Context: an optimization exercise on an open-source flow, tuned for small area. The choices shown serve that exercise and are no tape-out recipe.
In this exercise RTL edits were held to simulation tests only and were not proved equivalent to the original.
No driver is modelled on the clock port, so clocking that relies on it looks cheaper here than on a real chip.
Power and IR drop assume default switching activity.

## run A
Design mercury_link, start of the top module:
module mercury_link (
    input  logic        clk,
    input  logic        rst,
    input  logic        bus_en,
    input  logic        bus_we,
    input  logic [5:0]  bus_addr,
    input  logic [31:0] bus_wdata,
    output logic [31:0] bus_rdata,
    input  logic        rx_valid,
    input  logic [7:0]  rx_byte,
    output logic        rx_ready,
    output logic        tx_valid,
    output logic [7:0]  tx_byte,
    input  logic        tx_ready,
    input  logic        tx_err_valid,
    input  logic        tx_err_code,
    input  logic        tick,
    output logic        irq
);
Size in the first run: about 9400 cells after synthesis, about 2500 flip-flops, roughly 98 I/O pins.
Settings: LEC_CHECK=0, CAP_MARGIN=20, CORE_MARGIN=2, CORE_UTILIZATION=60, SLEW_MARGIN=20; clock period 25.0 ns.
standard.sh (not shown) runs the stock make flow with config.mk's settings and CLKGATE_MAP_FILE= SYNTH_SCRIPT=/design/flow/synth_recipe.tcl, a recipe that flattens the netlist after the stock synthesis.
==> flow/flow/run.sh <==
#!/bin/bash
# Standard layout (the standard.sh, unchanged synthesis) with these changes:
# - clock tree: larger sink clusters of clkbuf_16 and no dummy loads; after CTS, leaf
#   buffers whose flip-flop clock-pin slew stays low are downsized to clkbuf_8
#   (flow/leafsize.tcl);
# - port buffers: the smallest buffer cell (every port still gets one).
set -euo pipefail
export CTS_ARGS="-sink_clustering_enable -repair_clock_nets -dont_use_dummy_load -buf_list sky130_fd_sc_hd__clkbuf_16 -sink_clustering_size 30 -sink_clustering_max_diameter 70"
export BUFFER_PORTS_ARGS="-buffer_cell sky130_fd_sc_hd__buf_1"
export POST_CTS_TCL="$PWD/flow/leafsize.tcl"
export LEAF_SLEW_MAX=0.075
bash standard.sh > standard_flow.log 2>&1
==> flow/flow/leafsize.tcl <==
# Downsize clock-tree leaf buffers to clkbuf_8 where the flip-flop clock-pin slew they
# produce stays at or below LEAF_SLEW_MAX (ns, placement-parasitics estimate).
estimate_parasitics -placement
set lim [expr {[info exists ::env(LEAF_SLEW_MAX)] ? $::env(LEAF_SLEW_MAX) : 0.075}]
set small sky130_fd_sc_hd__clkbuf_8
set nsw 0
foreach inst [get_cells clkbuf_leaf_*] {
  set x [get_pins -of_objects $inst -filter "direction == output"]
  set sinks [get_pins -of_objects [get_nets -of_objects $x] -filter "direction == input"]
  set old [get_property $inst ref_name]
  replace_cell $inst $small
  set w 0
  foreach p $sinks { set s [get_property $p slew_max]; if {$s > $w} {set w $s} }
  if {$w > $lim} { replace_cell $inst $old } else { incr nsw }
}
puts "leafsize: downsized $nsw leaf buffers (limit $lim)"
detailed_placement
check_placement
Run A: all stages complete, timing, DRC and antenna checks passed
#### Input delta (run B over run A)
diff --git a/flow/design.v b/flow/design.v
--- a/flow/design.v
+++ b/flow/design.v
@@ -45,16 +45,17 @@
     logic [2:0]        tx_t;
     logic [11:0][7:0]  tx_pay;
     logic [4:0]        tx_idx;
     logic              tx_esc;
     logic [3:0]        tx_ecnt;
     logic [7:0]        r_live, r_exp, r_kind;
     logic [7:0][31:0]  r_id;
     logic [7:0][31:0]  r_ncnt;      
+    logic [7:0]        r_mf;        
     logic [7:0][7:0]   r_old;       
     logic [2:0]        q_head;
     logic [3:0]        q_n;
     logic [7:0][2:0]   q_c;
     logic [7:0]        q_f;
     logic [7:0][31:0]  q_w0, q_w1, q_w2;
     logic              pw_v;          
     logic [2:0]        pw_k;
@@ -374,35 +375,63 @@
         inc_len = complete && !emit;
         n_df_state = df_state;
         if (start) n_df_state = 2'd1;
         else if (acc1s && df_hcnt[1:0] == 2'd3) n_df_state = type_bad ? 2'd0 : 2'd2;
         else if (acc2s && df_lcnt == 3'd3) n_df_state = len_zero ? 2'd0 : 2'd3;
         else if (complete) n_df_state = 2'd0;
         df_clr = rst || start;
     end
+    logic [3:0]       id_we;
+    logic             nm_id;
+    logic [7:0]       eqb, n_mf;
+    always_comb begin
+        id_we = pay_we[3:0];
+        nm_id = 1'b1;
+        for (int j = 0; j < 4; j++) begin
+            logic rcv;
+            logic [7:0] nb;
+            rcv = !(df_state == 2'd3 && pcnt_small && df_pcnt[3:0] <= 4'(j)) || id_we[j];
+            nb = id_we[j] ? rx_byte : df_pay[j];
+            if (rcv && new_id[31 - 8*j -: 8] != nb) nm_id = 1'b0;
+        end
+        for (int s = 0; s < 8; s++) begin
+            logic [7:0] idb;
+            case (df_pcnt[1:0])
+                2'd0: idb = r_id[s][31:24];
+                2'd1: idb = r_id[s][23:16];
+                2'd2: idb = r_id[s][15:8];
+                default: idb = r_id[s][7:0];
+            endcase
+            eqb[s] = (idb == rx_byte);
+            if (app[s]) n_mf[s] = nm_id;
+            else if (id_we[0]) n_mf[s] = eqb[s];
+            else if (|id_we) n_mf[s] = r_mf[s] & eqb[s];
+            else n_mf[s] = r_mf[s];
+        end
+    end
     logic        slot5, s_resp, disp, drop, rkind, slot6, m_new, found6;
     logic [31:0] rid;
     logic [7:0]  m6, f6, live6;
     logic [3:0]  qn3;
     logic [7:0]  p4, p11;
     always_comb begin
         slot5 = slot_full || emit;
         s_resp = (df_type[2:0] == 3'd2) || (df_type[2:0] == 3'd3) || (df_type[2:0] == 3'd7);
         qn3 = q_n - 4'(pop);
         disp = slot5 && s_resp && (qn3 != 4'd8);
         drop = slot5 && !s_resp;
         slot6 = slot5 && !(disp || drop);
         rkind = (df_type[2:0] == 3'd2);
         rid = {df_pay[0], df_pay[1], df_pay[2], df_pay[3]};
         p4 = pay_we[4] ? rx_byte : df_pay[4];
         p11 = pay_we[11] ? rx_byte : df_pay[11];
-        m_new = !new_zero && (new_kind == rkind) && (new_id == rid);
+        m_new = !new_zero && (new_kind == rkind) && nm_id;
         for (int s = 0; s < 8; s++)
-            m6[s] = (r_live[s] && !exp1[s] && (r_kind[s] == rkind) && (r_id[s] == rid)) ||
+            m6[s] = (r_live[s] && !exp1[s] && (r_kind[s] == rkind) && r_mf[s]) ||
                     (app[s] && m_new);
         for (int s = 0; s < 8; s++) begin
             logic blk;
             blk = 1'b0;
             for (int j = 0; j < 8; j++)
                 if (j != s) blk = blk | (m6[j] & older(r_old, j, s) & !app[j]) | (m6[j] & app[s]);
             f6[s] = disp && m6[s] && !blk;
         end
@@ -468,16 +497,17 @@
         cinc[11] = sch_fire && tick_pend && !clr;
     end
     always_ff @(posedge clk) begin
         for (int s = 0; s < 8; s++) begin
             if (app[s]) begin
                 r_id[s] <= new_id;
                 r_kind[s] <= new_kind;
             end
+            if (app[s] || (|id_we)) r_mf[s] <= n_mf[s];
             if (app[s] || dec_en[s]) begin
                 r_ncnt[s] <= app[s] ? ~new_to : dec[s];
                 r_exp[s] <= app[s] ? new_zero : dec_zero[s];
             end
         end
         for (int i = 0; i < 8; i++)
             for (int j = i + 1; j < 8; j++)
                 if (app[i]) r_old[i][j] <= 1'b0;
Findings:
Run A → run B: sequential standard cell area has remained practically unchanged; DRC violation total after the first TritonRoute iteration has decreased; clock-cell share of area has remained practically unchanged.
Going from run A to run B, wire length of the first global-routing pass shows a reduction of 3.3%, cell area reported after detailed placement went down by about 0.65%, power in the clock group now larger.
Going from run A to run B, global-route usage went down by 1.8 points; final cell count went up by 91; via count went down by 492; number of nets in the layout went up by about 0.8%; cell area went down by about 0.5%.
Run B vs. run A: maximum frequency shows an increase of 2.0 MHz, clock period minus worst slack dropped 0.64 ns.

-- separate check: timing with driven ports --
Ports are ideal in the flow. The routed layouts listed here were re-timed in OpenROAD.
Step 1: set_driving_cell puts a clkbuf_16 on clk and a buf_2 on each other input, an assumption about the parent block.
Step 2, shift: input delay + t, output delay - t, t = (earliest + latest rising clock arrival at the registers) / 2. This alone moves slack from input paths to output paths.
a / b / c = ideal / step 1 / step 2; a / b = the first two.
run | shift t [ns] | setup slack, ns | hold slack, ns
run A | 0.938 | 6.922 / 6.922 / 6.540 | 0.454 / 0.454 / 0.454
run B | 0.918 | 7.559 / 7.559 / 7.559 | 0.458 / 0.458 / 0.458
After both steps setup and hold are still met in every run listed. For run A, which loses most, drivers alone change the setup slack by 0.000 ns; drivers and shift together by -0.382 ns.
